From an optimization exercise on the open Yosys and OpenROAD flow, aimed at small area, a short achievable clock period and few clock cycles per item; shortcuts taken in it are not production practice. At most, simulation tests tie the RTL to the original design; equivalence was not proved.

Setup of main:
// olivia_fec_decoder
module olivia_fec_decoder (
    input  wire        clk,
    input  wire        rst,
    input  wire        in_valid,
    output wire        in_ready,
    input  wire [3:0]  in_bps,
    input  wire [47:0] in_soft,
    output wire        out_valid,
    input  wire        out_ready,
    output wire [6:0]  out_char,
    output wire [2:0]  out_index,
    output wire [11:0] out_peak,
    output wire        out_last
);
Settings: LEC_CHECK=0, CAP_MARGIN=40, CORE_MARGIN=2, CORE_UTILIZATION=35, PLACE_DENSITY=0.55, SLEW_MARGIN=20; clock period 10.0 ns.
standard.sh (not shown) runs the stock make flow with config.mk's settings and CLKGATE_MAP_FILE= SYNTH_SCRIPT=/design/flow/synth_recipe.tcl, a recipe that flattens the netlist after the stock synthesis.
==> flow/flow/run.sh <==
#!/bin/bash
# Standard layout with: buf_4 port buffers, no dummy clock loads, clock sink clusters of up to 28 sinks within 60 um,
# and timing repair aiming for 6.8 ns of setup slack.
set -euo pipefail
export BUFFER_PORTS_ARGS="-buffer_cell sky130_fd_sc_hd__buf_4"
export CTS_ARGS="-sink_clustering_enable -repair_clock_nets -dont_use_dummy_load -sink_clustering_size 28 -sink_clustering_max_diameter 60"
export SETUP_SLACK_MARGIN=6.8
bash standard.sh > standard.log 2>&1
Edits applied to the flow inputs when going from main to the feature branch:
-- flow/design.v --
<<< main, line 262
        end
    endgenerate
    wire [10:0] C1 [0:7];
    generate
        for (q = 0; q < 8; q = q + 1) begin : g_c1
>>> the feature branch, line 262
        end
    endgenerate
    reg [10:0] C1 [0:7];
    generate
        for (q = 0; q < 8; q = q + 1) begin : g_c1
<<< main, line 273
                                    .cin(1'b1), .s(u1));
            end
            assign C1[q] = u1;
        end
    endgenerate
>>> the feature branch, line 273
                                    .cin(1'b1), .s(u1));
            end
            always @(posedge clk) C1[q] <= u1;
        end
    endgenerate
<<< main, line 325
        end
    endgenerate
    wire [11:0] l2m [0:1];
    wire [2:0]  l2i [0:1];
    generate
        for (q = 0; q < 2; q = q + 1) begin : g_l2
            wire r = l1m[2*q + 1] > l1m[2*q];
            assign l2m[q] = r ? l1m[2*q + 1] : l1m[2*q];
            assign l2i[q] = r ? {1'b1, l1i[2*q + 1]} : {1'b0, l1i[2*q]};
        end
    endgenerate
>>> the feature branch, line 325
        end
    endgenerate
    reg [11:0] l2m [0:1];
    reg [2:0]  l2i [0:1];
    generate
        for (q = 0; q < 2; q = q + 1) begin : g_l2
            wire r = l1m[2*q + 1] > l1m[2*q];
            always @(posedge clk) begin
                l2m[q] <= r ? l1m[2*q + 1] : l1m[2*q];
                l2i[q] <= r ? {1'b1, l1i[2*q + 1]} : {1'b0, l1i[2*q]};
            end
        end
    endgenerate
<<< main, line 343
        pk_i <= l3i;
    end
    wire [2:0] ypk = dc_m + 3'd2;
    reg [11:0] rm_m;
    reg [6:0]  rm_i;          
    wire take = dc_mh[6] | (pk_m > rm_m);       
    always @(posedge clk) begin
        if (take) begin
>>> the feature branch, line 345
        pk_i <= l3i;
    end
    wire [2:0] ypk = dc_m;
    reg [11:0] rm_m;
    reg [6:0]  rm_i;          
    wire take = dc_mh[0] | (pk_m > rm_m);
    always @(posedge clk) begin
        if (take) begin
<<< main, line 353
        end
    end
    reg [14:0] tok;
    always @(posedge clk) begin
        if (rst) tok <= 15'd0;
        else     tok <= {tok[13:0], win_end};
    end
    wire res_v = tok[14];
    reg  [2:0]  rc_i;
    wire        rc_last = (rc_i == dc_bm1);
>>> the feature branch, line 355
        end
    end
    reg [16:0] tok;
    always @(posedge clk) begin
        if (rst) tok <= 17'd0;
        else     tok <= {tok[15:0], win_end};
    end
    wire res_v = tok[16];
    reg  [2:0]  rc_i;
    wire        rc_last = (rc_i == dc_bm1);
[summary]
- The run showing the greater post-layout minimum cycle time is main.
- As of the feature branch, count of clock-buffer cells in the layout had fallen by a few percent compared to main.
- Compared the feature branch vs main, and tightest hold margin is up in the feature branch.
- On the feature branch: die span in y is 0.88% higher than what main gave.
Testbench counts of the feature branch, summed over its fixed seeds: cycles 35,480, chars 1,720.
Only the layout flow was run in main; the RTL was not checked for function there.

== the baseline ==
olivia_fec_decoder, a different RTL version from the one above (not shown whole).
For scale: ~10000 cells after synthesis, ~81 I/O pins, about 130000 um^2 of cells after synthesis.
export LEC_CHECK = 0
export CAP_MARGIN = 10
export CORE_MARGIN = 2
export CORE_UTILIZATION = 50
export PLACE_DENSITY = 0.68
export SLEW_MARGIN = 10
create_clock -name core_clock -period 10.0 [get_ports {clk}]
==> flow/flow/run.sh <==
#!/bin/bash
# Standard layout with: buf_4 port buffers, no dummy clock loads, clock sink clusters of up to 28 sinks within 60 um,
# and timing repair aiming for 6.9 ns of setup slack.
set -euo pipefail
export BUFFER_PORTS_ARGS="-buffer_cell sky130_fd_sc_hd__buf_4"
export CTS_ARGS="-sink_clustering_enable -repair_clock_nets -dont_use_dummy_load -sink_clustering_size 28 -sink_clustering_max_diameter 60"
export SETUP_SLACK_MARGIN=6.9
bash standard.sh > standard.log 2>&1
Setup changes, the baseline to the candidate
diff --git a/flow/design.v b/flow/design.v
--- a/flow/design.v
+++ b/flow/design.v
@@ -248,24 +248,27 @@
             end else begin : g_d
                 reg [10*K-1:0] d;
                 if (K == 1) begin : g_1
                     always @(posedge clk) d <= B[j];
                 end else begin : g_n
                     always @(posedge clk) d <= {d[10*K-11:0], B[j]};
                 end
                 assign sk[j] = d[10*K-1 -: 10];
             end
         end
     endgenerate
-    wire [2:0] kr = {phi[4] | phi[5] | phi[6] | phi[7], phi[2] | phi[3] | phi[6] | phi[7],
-                    phi[1] | phi[3] | phi[5] | phi[7]};
+    wire [7:0] phi_n = {mh_nx[5:0], mh_nx[7:6]};
+    reg  [2:0] kr;
+    always @(posedge clk)
+        kr <= {phi_n[4] | phi_n[5] | phi_n[6] | phi_n[7], phi_n[2] | phi_n[3] | phi_n[6] | phi_n[7],
+               phi_n[1] | phi_n[3] | phi_n[5] | phi_n[7]};
     wire [9:0] r0 [0:7];
     wire [9:0] r1 [0:7];
     wire [9:0] r2 [0:7];
     wire [9:0] r3 [0:7];
     generate
         for (x = 0; x < 8; x = x + 1) begin : g_rv
             assign r0[x] = sk[(8 - x) % 8];
             assign r1[x] = kr[0] ? r0[(x + 7) % 8] : r0[x];
             assign r2[x] = kr[1] ? r1[(x + 6) % 8] : r1[x];
             assign r3[x] = kr[2] ? r2[(x + 4) % 8] : r2[x];
         end
Results
Area growth from synthesis to layout | the candidate below the baseline
The baseline -> the candidate: wire length flat
Of the candidate and the baseline, it is the candidate that has the higher pre-CTS setup slack.
From the baseline to the candidate the numbers moved as follows: first-iteration DRC count went up 176; total number of tap cells picked up an extra 0.53%; endpoint arrival time on the critical path fell by 3.25 ns; number of clock buffers in the layout went up by about 1%.
Function was not checked in any run of this note: the RTL went through the layout flow alone.

before:
Another version of the RTL of olivia_fec_decoder (not shown whole).
Size in the first run: ~130,000 um2 of cells after synthesis.
clock: 10.0 ns
lec_check: 0
cap_margin: 10
core_margin: 2
core_utilization: 50
place_density: 0.68
slew_margin: 10
Scripts as last shown in full above: flow/flow/run.sh
Testbench counts of before, summed over its fixed seeds: cycles 35,440, chars 1,720.
--- input diff before..after ---
--- a/flow/design.v
+++ b/flow/design.v
@@ -10,13 +10,13 @@
     output wire [6:0]  out_char,
     output wire [2:0]  out_index,
     output wire [11:0] out_peak,
     output wire        out_last
 );
     localparam [63:0] SCRAMBLING_CODE = 64'hE257E6D0291574EC;
-    localparam integer NCRED = 4;    
+    localparam integer NCRED = 3;    
     function [63:0] scr_tab;
         input integer s;
         integer i, m;
         begin
             for (i = 0; i < 8; i = i + 1)
                 for (m = 0; m < 8; m = m + 1)
@@ -281,17 +281,17 @@
         end
     endgenerate
     reg [10:0] C1 [0:7];
     generate
         for (q = 0; q < 8; q = q + 1) begin : g_c1
             wire [10:0] u1;
-            if ((q & 1) == 0) begin : g_lo
-                ks_add #(.W(11)) u (.a({dk[q + 1][9], dk[q + 1]}), .b({dk[q][9], dk[q]}),
+            if ((q & 4) == 0) begin : g_lo
+                ks_add #(.W(11)) u (.a({dk[q + 4][9], dk[q + 4]}), .b({dk[q][9], dk[q]}),
                                     .cin(1'b0), .s(u1));
             end else begin : g_hi
-                ks_add #(.W(11)) u (.a({dk[q][9], dk[q]}), .b(~{dk[q - 1][9], dk[q - 1]}),
+                ks_add #(.W(11)) u (.a({dk[q][9], dk[q]}), .b(~{dk[q - 4][9], dk[q - 4]}),
                                     .cin(1'b1), .s(u1));
             end
             always @(posedge clk) C1[q] <= u1;
         end
     endgenerate
     reg [11:0] C [0:7];
@@ -305,44 +305,29 @@
                 ks_add #(.W(12)) u (.a({C1[q][10], C1[q]}), .b(~{C1[q - 2][10], C1[q - 2]}),
                                     .cin(1'b1), .s(u2));
             end
             always @(posedge clk) C[q] <= u2;
         end
     endgenerate
-    reg [11:0] mg [0:7];
-    reg        sg [0:7];
-    generate
-        for (q = 0; q < 8; q = q + 1) begin : g_m
-            wire [12:0] f3;
-            if ((q & 4) == 0) begin : g_lo4
-                ks_add #(.W(13)) u (.a({C[q + 4][11], C[q + 4]}), .b({C[q][11], C[q]}),
-                                    .cin(1'b0), .s(f3));
-            end else begin : g_hi4
-                ks_add #(.W(13)) u (.a({C[q][11], C[q]}), .b(~{C[q - 4][11], C[q - 4]}),
-                                    .cin(1'b1), .s(f3));
-            end
-            always @(posedge clk) begin
-                mg[q] <= f3[11:0] ^ {12{f3[12]}};
-                sg[q] <= f3[12];
-            end
-        end
-    endgenerate
-    wire [11:0] mag [0:7];
-    generate
-        for (q = 0; q < 8; q = q + 1) begin : g_mag
-            assign mag[q] = mg[q] + {11'd0, sg[q]};
-        end
-    endgenerate
     reg [11:0] l1m [0:3];
     reg [1:0]  l1i [0:3];     
     generate
         for (q = 0; q < 4; q = q + 1) begin : g_l1
-            wire r = mag[2*q + 1] > mag[2*q];
+            wire [11:0] a  = C[2*q];
+            wire [11:0] b  = C[2*q + 1];
+            wire        sa = a[11];
+            wire        sb = b[11];
+            wire        za = (a == 12'd0);
+            wire        zb = (b == 12'd0);
+            wire [11:0] ma = (a ^ {12{sa}}) + {11'd0, sa};     
+            wire [11:0] m;
+            ks_add #(.W(12)) u (.a(ma), .b(b ^ {12{sb}}), .cin(sb), .s(m));
+            wire        hi = (sa ^ sb) & ~za & ~zb;
             always @(posedge clk) begin
-                l1m[q] <= r ? mag[2*q + 1] : mag[2*q];
-                l1i[q] <= r ? {1'b1, sg[2*q + 1]} : {1'b0, sg[2*q]};
+                l1m[q] <= m;
+                l1i[q] <= {hi, (hi | za) ? sb : sa};
             end
         end
     endgenerate
     reg [11:0] l2m [0:1];
     reg [2:0]  l2i [0:1];
     generate
@@ -360,16 +345,16 @@
     reg [11:0] pk_m;
     reg [3:0]  pk_i;          
     always @(posedge clk) begin
         pk_m <= l3m;
         pk_i <= l3i;
     end
-    wire [2:0] ypk = dc_m + 3'd5;
+    wire [2:0] ypk = dc_m + 3'd6;
     reg [11:0] rm_m;
     reg [6:0]  rm_i;          
-    wire take = dc_mh[3] | (pk_m > rm_m);       
+    wire take = dc_mh[2] | (pk_m > rm_m);       
     always @(posedge clk) begin
         if (take) begin
             rm_m <= pk_m;
             rm_i <= {ypk, pk_i};
         end
     end
@@ -377,13 +362,13 @@
     always @(posedge clk) begin
         if (rst)
             wq <= 2'd0;
         else if (dc_mh[7])
             wq <= {wq[0], win_end};
     end
-    wire res_v = dc_mh[3] & wq[1];
+    wire res_v = dc_mh[2] & wq[1];
     reg  [2:0]  rc_i;
     wire        rc_last = (rc_i == dc_bm1);
     wire [22:0] res = {rc_last, rc_i, rm_i[0], rm_i[6:1], rm_m};    
     always @(posedge clk) begin
         if (rst)
             rc_i <= 3'd0;
==> run summary <==
- On area used by sequential logic in the layout, the higher figure sits with before, not after.
- after vs before: non-clock buffer share of cell area up
- Diff before -> after | detailed-route vias per instance | decrease of 0.020
- Changes observed in after relative to before: area of all placed cells without fillers went down, final-layout clock buffer total moved down, maximum clock frequency increased by about 0.8% relative to the old numbers.
- Compared with before, in after setup slack saw an increase, synthesized cell count saw a decrease.
- Going from before to after, global-route usage over all layers -0.63 points; slew at the pin closest to its max-slew limit +0.13 ns.
Testbench counts of after, summed over its fixed seeds: cycles 35,432, chars 1,720.

==> re-timing with driven ports <==
How much do the figures lean on ideal ports? The routed layouts below were timed once more, with nothing changed but the port constraints. Step 1 assumes that a clkbuf_16 drives the clock port and a buf_2 every other input. Step 2 also shifts input and output timing later by t, the mid clock arrival at the registers, as if the neighbouring blocks saw the same clock. a / b / c = ideal / step 1 / step 2; a / b = the first two.
| run | t (ns) | slack for setup (ns) | cell pins on the clock port's net |
|---|---|---|---|
| main | 0.965 | 6.353 / 6.353 / 5.965 | 1 |
| the feature branch | 0.964 | 6.636 / 6.543 / 5.918 | 1 |
| the baseline | 0.916 | 6.136 / 6.136 / 6.009 | 1 |
| the candidate | 0.938 | 6.656 / 6.565 / 6.006 | 1 |
| before | 0.939 | 6.665 / 6.573 / 6.030 | 1 |
| after | 0.924 | 6.691 / 6.598 / 5.986 | 1 |
After both steps setup and hold are still met in every run listed. For the feature branch, which loses most, drivers alone change the setup slack by -0.093 ns; drivers and shift together by -0.718 ns.
